What follows belongs to an exercise in optimizing a design on an open flow for small area; a production flow would make more cautious choices.
The RTL was checked by simulation tests, not by an equivalence proof against the original design.

===== flow/run.sh =====
#!/bin/bash
# synth_recipe.tcl (not shown) runs the flow's synth.tcl, then flattens the netlist and writes it again
# the make line also repeats each setting of config.mk as NAME=value (left out here)
make -C /OpenROAD-flow-scripts/flow DESIGN_CONFIG=/design/flow/config.mk WORK_HOME=/design/flow/orfs CLKGATE_MAP_FILE= SYNTH_SCRIPT=/design/flow/synth_recipe.tcl finish

===== flow/config.mk =====
export PLATFORM = sky130hd
export DESIGN_NAME = jic
export DESIGN_NICKNAME = jic
export VERILOG_FILES = /design/flow/design.v
export SDC_FILE = /design/flow/constraint.sdc
export NUM_CORES = 4
export LEC_CHECK = 0
export CAP_MARGIN = 20
export CORE_MARGIN = 2
export CORE_UTILIZATION = 40
export SLEW_MARGIN = 20

===== flow/constraint.sdc =====
create_clock -name core_clock -period 32.0 [get_ports {clk}]
set_input_delay 6.4000 -clock core_clock [delete_from_list [all_inputs] [get_ports {clk}]]
set_output_delay 6.4000 -clock core_clock [all_outputs]
set_load 0.01 [all_outputs]

===== flow/design.v =====
module jic_scale (
    input  wire [15:0] raw,
    input  wire [15:0] offset,
    output wire [15:0] scaled
);
    localparam SCALE_NUM = 100;
    localparam DZ_THRESH = 7;
    wire [16:0] d     = {1'b0, raw} - {1'b0, offset};
    wire        neg   = d[16];
    wire [16:0] mag_d = neg ? (17'd0 - d) : d;
    wire [23:0] prod  = mag_d * SCALE_NUM;
    wire [12:0] mag_s = prod[23:11];
    wire [12:0] mag_dz = (mag_s < DZ_THRESH) ? 13'd0 : mag_s;
    assign scaled = neg ? (16'd0 - {3'b000, mag_dz}) : {3'b000, mag_dz};
endmodule
module jic_dec (
    input  wire [15:0] v,
    output wire [39:0] bytes,
    output wire [2:0]  len
);
    wire        neg = v[15];
    wire [15:0] m16 = neg ? (16'd0 - v) : v;
    wire [11:0] m   = m16[11:0];    
    reg [15:0] bcd;
    integer k;
    always @* begin
        bcd = 16'd0;
        for (k = 11; k >= 0; k = k - 1) begin
            if (bcd[3:0]   >= 4'd5) bcd[3:0]   = bcd[3:0]   + 4'd3;
            if (bcd[7:4]   >= 4'd5) bcd[7:4]   = bcd[7:4]   + 4'd3;
            if (bcd[11:8]  >= 4'd5) bcd[11:8]  = bcd[11:8]  + 4'd3;
            if (bcd[15:12] >= 4'd5) bcd[15:12] = bcd[15:12] + 4'd3;
            bcd = {bcd[14:0], m[k]};
        end
    end
    wire [3:0] d3 = bcd[15:12];
    wire [3:0] d2 = bcd[11:8];
    wire [3:0] d1 = bcd[7:4];
    wire [3:0] d0 = bcd[3:0];
    wire [2:0] nd = (d3 != 4'd0) ? 3'd4 :
                    (d2 != 4'd0) ? 3'd3 :
                    (d1 != 4'd0) ? 3'd2 : 3'd1;
    wire [31:0] digits = {4'h3, d3, 4'h3, d2, 4'h3, d1, 4'h3, d0};
    reg [39:0] text;
    always @* begin
        case (nd)
            3'd4:    text = {8'h00, digits};
            3'd3:    text = {16'h0000, digits[23:0]};
            3'd2:    text = {24'h000000, digits[15:0]};
            default: text = {32'h00000000, digits[7:0]};
        endcase
        if (neg)
            text = text | ({32'h0, 8'h2D} << (8 * nd));
    end
    assign bytes = text;
    assign len   = nd + {2'b00, neg};
endmodule
module jic_render (
    input  wire [7:0]   btn,
    input  wire [15:0]  ax0,
    input  wire [15:0]  ax1,
    input  wire [15:0]  ax2,
    input  wire [15:0]  ax3,
    output reg  [295:0] pkt,
    output wire [5:0]   len
);
    wire [39:0] f0, f1, f2, f3;
    wire [2:0]  l0, l1, l2, l3;
    jic_dec u_dec0 (.v(ax0), .bytes(f0), .len(l0));
    jic_dec u_dec1 (.v(ax1), .bytes(f1), .len(l1));
    jic_dec u_dec2 (.v(ax2), .bytes(f2), .len(l2));
    jic_dec u_dec3 (.v(ax3), .bytes(f3), .len(l3));
    wire [5:0] tail_len = {3'b000, l0} + {3'b000, l1} + {3'b000, l2} + {3'b000, l3} + 6'd4;
    reg [191:0] tail;       
    reg [191:0] tail_left;  
    integer i, j;
    always @* begin
        tail = {152'd0, f0};
        tail = (tail << 8) | 192'h2C;
        tail = (tail << (8 * l1)) | {152'd0, f1};
        tail = (tail << 8) | 192'h2C;
        tail = (tail << (8 * l2)) | {152'd0, f2};
        tail = (tail << 8) | 192'h2C;
        tail = (tail << (8 * l3)) | {152'd0, f3};
        tail = (tail << 8) | 192'h0A;
        tail_left = tail << (8 * (6'd24 - tail_len));
        pkt = 296'd0;
        pkt[7:0]   = 8'h42;    
        pkt[15:8]  = 8'h3A;    
        for (i = 0; i < 8; i = i + 1)
            pkt[8*(2+i) +: 8] = btn[i] ? 8'h31 : 8'h30;
        pkt[87:80]   = 8'h2C;  
        pkt[95:88]   = 8'h41;  
        pkt[103:96]  = 8'h3A;  
        for (j = 0; j < 24; j = j + 1)
            pkt[8*(13+j) +: 8] = tail_left[191-8*j -: 8];
    end
    assign len = 6'd13 + tail_len;
endmodule
module jic (
    input  wire        clk,
    input  wire        rst,
    input  wire [7:0]  btn_edge,
    input  wire        tick,
    input  wire [7:0]  pin,
    input  wire        conv_done,
    input  wire [15:0] raw0,
    input  wire [15:0] raw1,
    input  wire [15:0] raw2,
    input  wire [15:0] raw3,
    input  wire        tx_done,
    input  wire        plat_fault,
    input  wire [5:0]  tx_raddr,
    output reg         conv_start,
    output reg         tx_start,
    output wire [5:0]  tx_len,
    output wire [7:0]  tx_rdata,
    output wire        tx_busy,
    output wire [7:0]  frame_btn,
    output wire [15:0] frame_ax0,
    output wire [15:0] frame_ax1,
    output wire [15:0] frame_ax2,
    output wire [15:0] frame_ax3,
    output wire        frame_valid,
    output wire        halted
);
    localparam DEB_TICKS     = 15;
    localparam SNAP_PERIOD   = 20;
    localparam REPOLL_PERIOD = 100;
    localparam CAL_SAMPLES   = 20;
    localparam TXBUF_BYTES   = 37;
    reg         mode_q;             
    reg         halted_q;
    reg  [7:0]  edge_pending_q;
    reg  [3:0]  deb_q [0:7];
    reg  [7:0]  stable_q;
    reg  [4:0]  snap_cnt_q;
    reg  [6:0]  repoll_cnt_q;
    reg  [7:0]  btn_snap_q;
    reg         conv_busy_q;
    reg  [4:0]  cal_count_q;
    reg  [20:0] cal_sum_q [0:3];    
    reg  [15:0] zero_off_q [0:3];
    reg         frame_valid_q;
    reg  [7:0]  frame_btn_q;
    reg  [15:0] frame_ax_q [0:3];
    reg  [295:0] txbuf_q;
    reg  [5:0]  tx_len_q;
    reg         tx_busy_q;
    wire [15:0] raw [0:3];
    assign raw[0] = raw0;
    assign raw[1] = raw1;
    assign raw[2] = raw2;
    assign raw[3] = raw3;
    wire [15:0] ch_scaled [0:3];
    genvar g;
    generate
        for (g = 0; g < 4; g = g + 1) begin : g_scale
            jic_scale u_scale (
                .raw    (raw[g]),
                .offset (zero_off_q[g]),
                .scaled (ch_scaled[g])
            );
        end
    endgenerate
    wire [15:0] ax0 = 16'd0 - ch_scaled[1];
    wire [15:0] ax1 = ch_scaled[0];
    wire [15:0] ax2 = ch_scaled[3];
    wire [15:0] ax3 = 16'd0 - ch_scaled[2];
    wire [295:0] pkt;
    wire [5:0]   pkt_len;
    jic_render u_render (
        .btn (btn_snap_q),
        .ax0 (ax0),
        .ax1 (ax1),
        .ax2 (ax2),
        .ax3 (ax3),
        .pkt (pkt),
        .len (pkt_len)
    );
    reg         n_mode;
    reg         n_halted;
    reg  [7:0]  n_edge_pending;
    reg  [3:0]  n_deb [0:7];
    reg  [7:0]  n_stable;
    reg  [4:0]  n_snap_cnt;
    reg  [6:0]  n_repoll_cnt;
    reg  [7:0]  n_btn_snap;
    reg         n_conv_busy;
    reg  [4:0]  n_cal_count;
    reg  [20:0] n_cal_sum [0:3];
    reg  [15:0] n_zero_off [0:3];
    reg         n_frame_valid;
    reg  [7:0]  n_frame_btn;
    reg  [15:0] n_frame_ax [0:3];
    reg  [295:0] n_txbuf;
    reg  [5:0]  n_tx_len;
    reg         n_tx_busy;
    reg         n_conv_start;
    reg         n_tx_start;
    integer i, c;
    always @* begin
        n_mode         = mode_q;
        n_halted       = halted_q;
        n_edge_pending = edge_pending_q;
        for (i = 0; i < 8; i = i + 1)
            n_deb[i] = deb_q[i];
        n_stable       = stable_q;
        n_snap_cnt     = snap_cnt_q;
        n_repoll_cnt   = repoll_cnt_q;
        n_btn_snap     = btn_snap_q;
        n_conv_busy    = conv_busy_q;
        n_cal_count    = cal_count_q;
        for (c = 0; c < 4; c = c + 1) begin
            n_cal_sum[c]  = cal_sum_q[c];
            n_zero_off[c] = zero_off_q[c];
            n_frame_ax[c] = frame_ax_q[c];
        end
        n_frame_valid  = frame_valid_q;
        n_frame_btn    = frame_btn_q;
        n_txbuf        = txbuf_q;
        n_tx_len       = tx_len_q;
        n_tx_busy      = tx_busy_q;
        n_conv_start   = 1'b0;
        n_tx_start     = 1'b0;
        if (!halted_q) begin
            if (plat_fault) begin
                n_halted = 1'b1;
            end else begin
                if (tx_done)
                    n_tx_busy = 1'b0;
                if (conv_done) begin
                    if (!mode_q) begin
                        for (c = 0; c < 4; c = c + 1)
                            n_cal_sum[c] = cal_sum_q[c] + {5'd0, raw[c]};
                        n_cal_count = cal_count_q + 5'd1;
                        if (n_cal_count == CAL_SAMPLES) begin
                            for (c = 0; c < 4; c = c + 1)
                                n_zero_off[c] = n_cal_sum[c] / CAL_SAMPLES;
                            n_mode       = 1'b1;
                            n_snap_cnt   = 5'd0;
                            n_repoll_cnt = 7'd0;
                        end
                    end else if (conv_busy_q) begin
                        n_conv_busy   = 1'b0;
                        n_frame_btn   = btn_snap_q;
                        n_frame_ax[0] = ax0;
                        n_frame_ax[1] = ax1;
                        n_frame_ax[2] = ax2;
                        n_frame_ax[3] = ax3;
                        n_frame_valid = 1'b1;
                        if (!n_tx_busy) begin
                            n_txbuf    = pkt;
                            n_tx_len   = pkt_len;
                            n_tx_busy  = 1'b1;
                            n_tx_start = 1'b1;
                        end
                    end
                end
                if (tick && n_mode) begin
                    for (i = 0; i < 8; i = i + 1) begin
                        if (n_edge_pending[i]) begin
                            n_edge_pending[i] = 1'b0;
                            n_deb[i] = DEB_TICKS;
                        end
                        if (n_deb[i] != 4'd0) begin
                            n_deb[i] = n_deb[i] - 4'd1;
                            if (n_deb[i] == 4'd0)
                                n_stable[i] = ~pin[i];
                        end
                    end
                    n_snap_cnt   = (n_snap_cnt == SNAP_PERIOD - 1) ? 5'd0 : n_snap_cnt + 5'd1;
                    n_repoll_cnt = (n_repoll_cnt == REPOLL_PERIOD - 1) ? 7'd0 : n_repoll_cnt + 7'd1;
                    if (n_repoll_cnt == 7'd0) begin
                        for (i = 0; i < 8; i = i + 1)
                            if (n_deb[i] == 4'd0)
                                n_stable[i] = ~pin[i];
                    end
                    if (n_snap_cnt == 5'd0) begin
                        n_btn_snap   = n_stable;
                        n_conv_busy  = 1'b1;
                        n_conv_start = 1'b1;
                    end
                end
                n_edge_pending = n_edge_pending | btn_edge;
            end
        end
    end
    always @(posedge clk) begin
        if (rst) begin
            mode_q         <= 1'b0;
            halted_q       <= 1'b0;
            edge_pending_q <= 8'd0;
            for (i = 0; i < 8; i = i + 1)
                deb_q[i] <= 4'd0;
            stable_q       <= 8'd0;
            snap_cnt_q     <= 5'd0;
            repoll_cnt_q   <= 7'd0;
            btn_snap_q     <= 8'd0;
            conv_busy_q    <= 1'b0;
            cal_count_q    <= 5'd0;
            for (c = 0; c < 4; c = c + 1)
                cal_sum_q[c] <= 21'd0;
            frame_valid_q  <= 1'b0;
            tx_len_q       <= 6'd0;
            tx_busy_q      <= 1'b0;
            conv_start     <= 1'b0;
            tx_start       <= 1'b0;
        end else begin
            mode_q         <= n_mode;
            halted_q       <= n_halted;
            edge_pending_q <= n_edge_pending;
            for (i = 0; i < 8; i = i + 1)
                deb_q[i] <= n_deb[i];
            stable_q       <= n_stable;
            snap_cnt_q     <= n_snap_cnt;
            repoll_cnt_q   <= n_repoll_cnt;
            btn_snap_q     <= n_btn_snap;
            conv_busy_q    <= n_conv_busy;
            cal_count_q    <= n_cal_count;
            for (c = 0; c < 4; c = c + 1)
                cal_sum_q[c] <= n_cal_sum[c];
            frame_valid_q  <= n_frame_valid;
            tx_len_q       <= n_tx_len;
            tx_busy_q      <= n_tx_busy;
            conv_start     <= n_conv_start;
            tx_start       <= n_tx_start;
        end
    end
    always @(posedge clk) begin
        if (!rst) begin
            for (c = 0; c < 4; c = c + 1) begin
                zero_off_q[c] <= n_zero_off[c];
                frame_ax_q[c] <= n_frame_ax[c];
            end
            frame_btn_q <= n_frame_btn;
            txbuf_q     <= n_txbuf;
        end
    end
    assign tx_len      = tx_len_q;
    assign tx_busy     = tx_busy_q;
    assign tx_rdata    = (tx_raddr < TXBUF_BYTES) ? txbuf_q[8*tx_raddr +: 8] : 8'h00;
    assign frame_btn   = frame_btn_q;
    assign frame_ax0   = frame_ax_q[0];
    assign frame_ax1   = frame_ax_q[1];
    assign frame_ax2   = frame_ax_q[2];
    assign frame_ax3   = frame_ax_q[3];
    assign frame_valid = frame_valid_q;
    assign halted      = halted_q;
endmodule

==> results.sh <==
export IMPL_status="complete, no violations"
export IMPL_rsz0062_at_grt="true"
export IMPL_detailed_place_hpwl_um=256100
export IMPL_ys_async_sr_fraction=0
export IMPL_syn_cell_area_um2=73010
export IMPL_syn_instance_count=9870
export IMPL_drtAntennaViolNets=0
export IMPL_worst_slew_pin_slew_ps=1153
export IMPL_r2r_start="zero_off_q[1][2]"
export IMPL_place_congestion=1.042
export IMPL_regArea_um2=11780
export IMPL_grt_max_degree=124
export IMPL_wl_per_cell_um=24.89
export IMPL_dpl_worst_slack_ps=-435.7
export IMPL_finalHoldViolations=0
export IMPL_yosysUniqueCellTypes=134
export IMPL_yosysSeqAreaShare=0.1614
export IMPL_ys_top_cells_by_area="edfxtp_1, ha_1, nor2_1"
export IMPL_synth_top_area_frac=0.1148
export IMPL_synthAdderAreaFrac=0.1114
export IMPL_yosys_area_share_simple=0.2168
export IMPL_finalSetupViolCount=0
export IMPL_clockRootBuffer="clkbuf_16"
export IMPL_synth_flop_cell="edfxtp_1"
export IMPL_synth_compound_area_frac=0.3181
export IMPL_routed_wl_um=324400
export IMPL_num_fill_cells=18140
export IMPL_whs_path_depth=2
export IMPL_cp_slowest_stage_delay_ps=570
export IMPL_min_path_type="reg2reg"
export IMPL_clk_path_buf_depth=3
export IMPL_cts_tree="built"
export IMPL_maxSlewHeadroom=0.2234
export IMPL_reg2reg_to="txbuf_q[121]"
export IMPL_slowest_stage="or4_4"
export IMPL_drt_initial_drc_count=8112
export IMPL_period_minus_slack_ps=30870
export IMPL_worst_ep_arrival_time_ps=31440
export IMPL_clock_sinks=449
export IMPL_grt_first_pass_wirelength_um=483900
export IMPL_fin_crit_sh=0.9648
export IMPL_hp_start="frame_valid_q"
export IMPL_grt_pass1_vias=77950
export IMPL_multi_input_area_um2=58160
export IMPL_fin_nets=11300
export IMPL_drc=0
export IMPL_num_rows=156
export IMPL_required_ps=32570
export IMPL_start_util=0.4031
export IMPL_cpMostUsedCell="ha_1"
export IMPL_synth_warnings=19
export IMPL_antenna_found_initial=21
export IMPL_rrSetupSlack_ps=6900
export IMPL_worstSetupEndpointType="flip-flop"
export IMPL_overflow=0
export IMPL_cts_hold_buf=0
export IMPL_r2r_cells=123
export IMPL_crit_fanout=6
export IMPL_synth_top_family_by_area="compound AO/OA/AOI/OAI gates"
export IMPL_fin_ws_ps=1126
export IMPL_synth_top_area_cell="edfxtp_1"
export IMPL_io_pins=183
export IMPL_grt_total_usage=0.3327
export IMPL_clk_pin_slew_ps=70
export IMPL_final_core_util=0.4800
export IMPL_portBuffers=181
export IMPL_synth_mux_area_frac=0.07203
export IMPL_fin_tns_setup_ps=0
export IMPL_cts_buffers=59
export IMPL_die_area_um2=186000
export IMPL_slew_viol_final=0
export IMPL_synth_edf_count=279
export IMPL_num_vias=82490
export IMPL_htreeDepth=2
export IMPL_synth_seq_cells=449
export IMPL_synthXorXnorAreaFrac=0.05911
export IMPL_area_growth_pct=19.10
export IMPL_die_y_um=431.2
export IMPL_drive_gt1_frac=0.1615
export IMPL_drv_cap=0
export IMPL_dp_cells=12880
export IMPL_die_w_um=431.2
export IMPL_final_cells=13030
export IMPL_vias_per_cell=6.329
export IMPL_core_area_um2=181100
export IMPL_synth_fp_nets=10570
export IMPL_crit_type="in2reg"
export IMPL_avgSynthCellArea_um2=7.397
export IMPL_startpoint_type="input port"
export IMPL_whs_endpoint="frame_valid_q"
export IMPL_clock_fmax_mhz=32.39
export IMPL_finalClockSkew_ps=38.99
export IMPL_clk_latency_ps=750
export IMPL_first_pass_iters=10
cells in the mapped netlist, drive strengths merged (68+ instances only):
cell type and number:
or3 97, a21o 141, clkbuf 423, inv 664
nor4 83, nand2 949, mux2i 258, and2 125
nor2 992, nor3 303, o21bai 70, a31oi 159
o31ai 106, mux2 119, o22ai 134, ha 547
nand3 259, o211ai 159, a22oi 89, o221ai 74
a21oi 697, a211oi 180, edfxtp 279, and3 72
xor2 132, or2 71, xnor2 353, nand4 86
o21a 104, dfxtp 170, nand2b 101, o21ai 598
buf 81, nor2b 68
worst max-delay path: cells and delay by family:
family                   cells  cell delay, ps
multiplexers                 6            1730
buffers and inverters       19            2600
AO/OA/AOI/OAI               29            5670
AND/OR/NAND/NOR             37            6680
XOR/XNOR                    10            1760
adder cells (fa/ha/maj)     22            6600
routing by layer:
layer | share of wire | routed length (um) | track usage
met4 | 0.041 | 13310 | 0.1174
met3 | 0.078 | 25310 | 0.05773
met2 | 0.46 | 148100 | 0.5446
met5 | 0.00027 | 87 | 0
met1 | 0.42 | 137600 | 0.4388
through the flow:
step / area, um2 / hold slack [ps]
2_1_floorplan: 73170 / 424.9
3_3_place_gp: 83570 / 439.2
3_5_place_dp: 83580 / 440.9
4_1_cts: 85580 / 450.5
5_1_grt: 86940 / 470.6
6_report: 86950 / 449.0
worst max path at each step:
stage,start,endpoint,slack [ps],depth (start not counted)
2_1_floorplan,raw2[0],txbuf_q[149],-40,133
5_1_grt,raw1[2],txbuf_q[131],-200,125
6_report,raw1[2],txbuf_q[121],1130,123
3_5_place_dp,raw1[2],txbuf_q[109],-440,121
3_3_place_gp,raw3[0],txbuf_q[109],-450,114
4_1_cts,raw1[0],txbuf_q[109],260,123
state kept, by name, summed over array words and instances (netlist names), 8 cells and up:
| name | cells |
|---|---|
| edge_pending_q | 8 |
| zero_off_q | 64 |
| btn_snap_q | 8 |
| txbuf_q | 145 |
| stable_q | 8 |
| cal_sum_q | 84 |
| frame_btn_q | 8 |
| frame_ax_q | 62 |
| deb_q | 32 |
final cells by class:
type	count	share of cell area
Sequential cell	449	0.1355
Tap cell	2370	0.03410
Multi-Input combinational cell	8245	0.6689
Antenna cell	5	0.0001439
Timing Repair Buffer	1181	0.1094
Inverter	672	0.02907
Clock buffer	76	0.01842
Clock inverter	36	0.004518
placed cells by master, fill, tap and decap left out, types with 99 or more instances in the layout:
master           count
a211oi_1           153
a21o_1             141
a21oi_1            675
a31oi_1            152
and2_1             121
buf_4              982
clkdlybuf4s50_1    176
dfxtp_1            170
edfxtp_1           279
ha_1               529
inv_1              653
mux2_2             113
mux2i_1            247
nand2_1            939
nand2b_1            99
nand3_1            257
nor2_1             966
nor3_1             280
o211ai_1           159
o21a_1             104
o21ai_0            515
o22ai_1            129
o31ai_1             99
xnor2_1            327
xor2_1             121
kinds of logic after synthesis:
group,count (synthesis)
flops,449
buf+inv,1176
other cells,1
fa+ha+maj,619
simple gates,3349
mux,434
xor+xnor,487
compound gates,3355
timing repair:
action                                  4_1_cts  5_1_grt
buffers inserted                              0       33
endpoints found under the setup margin        0      137
gates resized for setup                       0      230

-- afterwards: timing with drivers on the ports --
No port has a modelled driver above. Below, the same layout with a new extraction and two added sets of constraints. Step 1 sets driving cells, clkbuf_16 on the clock port and buf_2 on the other inputs (assumed; they add their load-dependent delay and slew). Step 2, shift: input delay + t, output delay - t, t = (earliest + latest rising clock arrival at the registers) / 2. This alone moves slack from input paths to output paths. Slacks: ideal / step 1 / step 2; pairs: ideal / step 1.
t, ns: 0.809
slack for setup (ns): 1.126 / 1.179 / 0.369
latest minus earliest clock arrival (ns): 0.039 / 0.039
worst slew at a driven data input, ns: 0.18
After both steps this run still meets setup and hold. For this run, drivers alone change the setup slack by +0.053 ns; drivers and shift together by -0.757 ns.
